Background: an optimization exercise with open tools, aiming at small area. Do not read the settings as production practice. In this exercise RTL edits were held to simulation tests only and were not proved equivalent to the original. The flow treats the clock pin as an ideal source, which a real chip does not have. Power figures rest on the tool's default switching activity, not on a simulated workload.

## job 102
==> module psx_annunciator, before the edit <==
module psx_annunciator (
    input  wire       clk,
    input  wire       rst,
    input  wire       tick,
    input  wire       st_valid,
    input  wire [2:0] st_code,
    output wire       indicator
);
    localparam [2:0] S_IDLE = 3'd0, S_READY = 3'd1, S_POLLING = 3'd2,
                     S_CONFIG = 3'd3, S_ERROR = 3'd4;
    reg  [2:0] status;
    reg  [5:0] m;
    reg  [4:0] p;
    wire set_change = st_valid && (st_code <= S_ERROR) && (st_code != status);
    wire m_end = m[5] & m[4] & m[0];                   
    wire unit  = tick & m_end;                         
    wire is_err   = status[2];
    wire blinky   = status[1];                         
    wire is_conf  = status[1] & status[0];
    wire is_ready = ~status[1] & status[0];
    wire p_last = is_err   ? p[0] :                             
                  is_ready ? (p[2] & p[1] & p[0]) :             
                  is_conf  ? (p[4] & p[0]) :                    
                  blinky   ? (p[3] & p[2] & p[0]) : 1'b0;       
    wire       m_clr = set_change | unit;
    wire       p_clr = set_change | (unit & p_last);
    wire [6:0] mc;
    wire [5:0] pc;
    wire [5:0] m_nx;
    wire [4:0] p_nx;
    assign mc[0] = tick;
    assign pc[0] = unit & ~p_last;
    genvar i;
    generate
        for (i = 0; i < 6; i = i + 2) begin : g_m
            psx_cnt_pair u_pair (.rst(m_clr), .q(m[i+1:i]), .ci(mc[i]), .d(m_nx[i+1:i]), .co(mc[i+2]));
        end
    endgenerate
    psx_cnt_pair u_p0 (.rst(p_clr), .q(p[1:0]), .ci(pc[0]), .d(p_nx[1:0]), .co(pc[2]));
    psx_cnt_pair u_p2 (.rst(p_clr), .q(p[3:2]), .ci(pc[2]), .d(p_nx[3:2]), .co(pc[4]));
    psx_cnt_bit0 u_p4 (.rst(p_clr), .q(p[4]),   .ci(pc[4]), .d(p_nx[4]),   .co(pc[5]));
    wire p_restart = unit & p_last & blinky & ~set_change;
    always @(posedge clk) begin
        m <= m_nx;
        p <= {p_nx[4:2], p_nx[1] | p_restart, p_nx[0]};
    end
    always @(posedge clk) begin
        if (rst)
            status <= S_IDLE;
        else if (set_change)
            status <= st_code;
    end
    assign indicator = is_err   ? p[0] :
                       is_ready ? p[2] :
                       is_conf  ? (p[1] & ~(p[3] & p[2])) :
                       blinky   ? (p[1] & ~p[3]) : 1'b0;
endmodule
export LEC_CHECK = 0
export CAP_MARGIN = 20
export CORE_MARGIN = 2
export CORE_UTILIZATION = 40
export PLACE_DENSITY = 0.8
export SLEW_MARGIN = 20
export SYNTH_HIERARCHICAL = 1
create_clock -name core_clock -period 10.0 [get_ports {clk}]
standard.sh (not shown) runs the stock make flow with config.mk's settings and CLKGATE_MAP_FILE= SYNTH_SCRIPT=/design/flow/synth_recipe.tcl, a recipe that flattens the netlist after the stock synthesis.
==> flow/flow/run.sh <==
#!/bin/bash
# Own layout flow: the standard ORFS flow (standard.sh) with these changes:
#  - synthesis is the standard script (synth_recipe.tcl) with an area-oriented ABC
#    script for the combinational logic; registers are mapped exactly as in the
#    standard synthesis;
#  - the port buffers buffer_ports inserts are the smallest buffer, buf_1;
#  - tie cells are not duplicated per load;
#  - clock tree: no dummy loads; built from clkbuf_4, then the buffers whose
#    flip-flop clock pins would see a high slew are upsized (post_cts.tcl).
# Every tool's full output goes to the ORFS logs under orfs/logs and to
# own_flow.log in this folder.
set -euo pipefail
W=$(cd "$(dirname "$0")/.." && pwd)
F=$W/flow
cd "$W"
{
  printf 'proc abc {args} { set i [lsearch $args -script]; if {$i >= 0} { lset args [expr {$i+1}] %s }; yosys abc {*}$args }\n' "$F/abc_area.script"
  cat "$W/synth_recipe.tcl"
} > "$W/own_synth.tcl"
bash "$W/standard.sh" \
  SYNTH_SCRIPT="$W/own_synth.tcl" \
  BUFFER_PORTS_ARGS="-buffer_cell sky130_fd_sc_hd__buf_1" \
  SKIP_REPAIR_TIE_FANOUT=1 \
  CTS_ARGS="-sink_clustering_enable -repair_clock_nets -dont_use_dummy_load -buf_list sky130_fd_sc_hd__clkbuf_4" \
  POST_CTS_TCL="$F/post_cts.tcl" \
  finish > "$W/own_flow.log" 2>&1
==> flow/flow/abc_area.script <==
strash
ifraig
&get -n
&deepsyn -T 20
&put
strash
&get -n
&dch -f
&nf -R 1000
&put
topo
==> flow/flow/post_cts.tcl <==
estimate_parasitics -placement
set limit 0.112
set up {}
foreach pin [get_pins -hierarchical */CLK] {
  set worst 0
  foreach a {max min} { foreach e {rise fall} {
    set s [get_property $pin slew_${a}_$e]
    if {$s > $worst} { set worst $s }
  } }
  if {$worst > $limit} {
    set drv [get_pins -of_objects [get_nets -of_objects $pin] -filter "direction == output"]
    foreach d $drv {
      set inst [get_property $d full_name]
      set inst [string range $inst 0 [expr {[string last / $inst] - 1}]]
      if {[lsearch $up $inst] < 0} { lappend up $inst }
    }
  }
}
foreach inst $up {
  set c [get_cells $inst]
  set m [get_property $c ref_name]
  puts "post_cts: $inst ($m) drives a clock pin with slew over [expr {$limit * 1000}] ps"
  if {$m eq "sky130_fd_sc_hd__clkbuf_4"} {
    replace_cell $inst sky130_fd_sc_hd__clkbuf_8
  }
}
if {[llength $up]} {
  detailed_placement
  estimate_parasitics -placement
}
Looking at the reports, job 102 completed the entire flow and the layout it produced met the timing, design-rule and antenna checks.
Relative to job 102, the following input files were edited for job 104:
==> flow/design.v, changed modules only <==
module psx_annunciator (
    input  wire       clk,
    input  wire       rst,
    input  wire       tick,
    input  wire       st_valid,
    input  wire [2:0] st_code,
    output wire       indicator
);
    localparam [2:0] S_IDLE = 3'd0, S_READY = 3'd1, S_POLLING = 3'd2,
                     S_CONFIG = 3'd3, S_ERROR = 3'd4;
    reg  [2:0] status;
    reg  [5:0] m;
    reg  [2:0] u;
    reg  [2:0] k;
    wire set_change = st_valid && (st_code <= S_ERROR) && (st_code != status);
    wire m_end  = m[5] & m[4] & m[0];                  
    wire blinky = (status == S_POLLING) || (status == S_CONFIG);
    wire paused = k[2] & (k[1] | ~status[0]);          
    wire u_hit  = (status == S_READY) ? (u[1] & u[0]) :    
                  (status == S_ERROR) ? 1'b1 :             
                  !blinky             ? 1'b0 :             
                  paused              ? (u[2] & u[0])      
                                      : u[0];              
    wire fire = tick & m_end & u_hit;
    wire       m_clr = set_change | (tick & m_end);
    wire       u_clr = set_change | fire;
    wire [6:0] mc;
    wire [3:0] uc;
    wire [5:0] m_nx;
    wire [2:0] u_nx;
    assign mc[0] = tick;
    assign uc[0] = tick & m_end;
    genvar i;
    generate
        for (i = 0; i < 6; i = i + 2) begin : g_m
            psx_cnt_pair u_pair (.rst(m_clr), .q(m[i+1:i]), .ci(mc[i]), .d(m_nx[i+1:i]), .co(mc[i+2]));
        end
    endgenerate
    psx_cnt_pair u_u0 (.rst(u_clr), .q(u[1:0]), .ci(uc[0]), .d(u_nx[1:0]), .co(uc[2]));
    psx_cnt_bit0 u_u2 (.rst(u_clr), .q(u[2]), .ci(uc[2]), .d(u_nx[2]), .co(uc[3]));
    always @(posedge clk) begin
        m <= m_nx;
        u <= u_nx;
        if (rst | set_change)
            k <= 3'd0;
        else if (fire)
            k <= (blinky & paused) ? 3'd1 : k + 3'd1;
    end
    always @(posedge clk) begin
        if (rst)
            status <= S_IDLE;
        else if (set_change)
            status <= st_code;
    end
    assign indicator = k[0];
endmodule
Findings:
Job 104 did not stop at any stage, and its layout met the timing, design-rule and antenna checks.
Changes observed in job 104 relative to job 102: via count saw a decrease, worst endpoint required time level, cell area after placement has increased, part of the total power dissipated in combinational logic saw little to no change, share of the core filled with cells in the final layout higher.

==> afterwards: timing with drivers on the ports <==
How much do the figures lean on ideal ports? The routed layouts below were timed once more, with nothing changed but the port constraints.
Step 1 sets driving cells, clkbuf_16 on the clock port and buf_2 on the other inputs (assumed; they add their load-dependent delay and slew).
Step 2 times the ports against the registers' clock, not the clock port: input delays grow and output delays shrink by t, the midpoint of the rising clock arrivals with the driver on.
a / b / c = no drivers / after step 1 / after step 2; a / b = the first two.
| run | t (ns) | setup slack, ns | hold slack, ns | pins driven straight from the clock port |
|---|---|---|---|---|
| job 102 | 0.411 | 4.390 / 4.390 / 4.390 | 0.422 / 0.422 / 0.422 | 1 |
| job 104 | 0.415 | 4.420 / 4.420 / 4.420 | 0.410 / 0.410 / 0.410 | 1 |
After both steps every run listed still meets setup and hold.
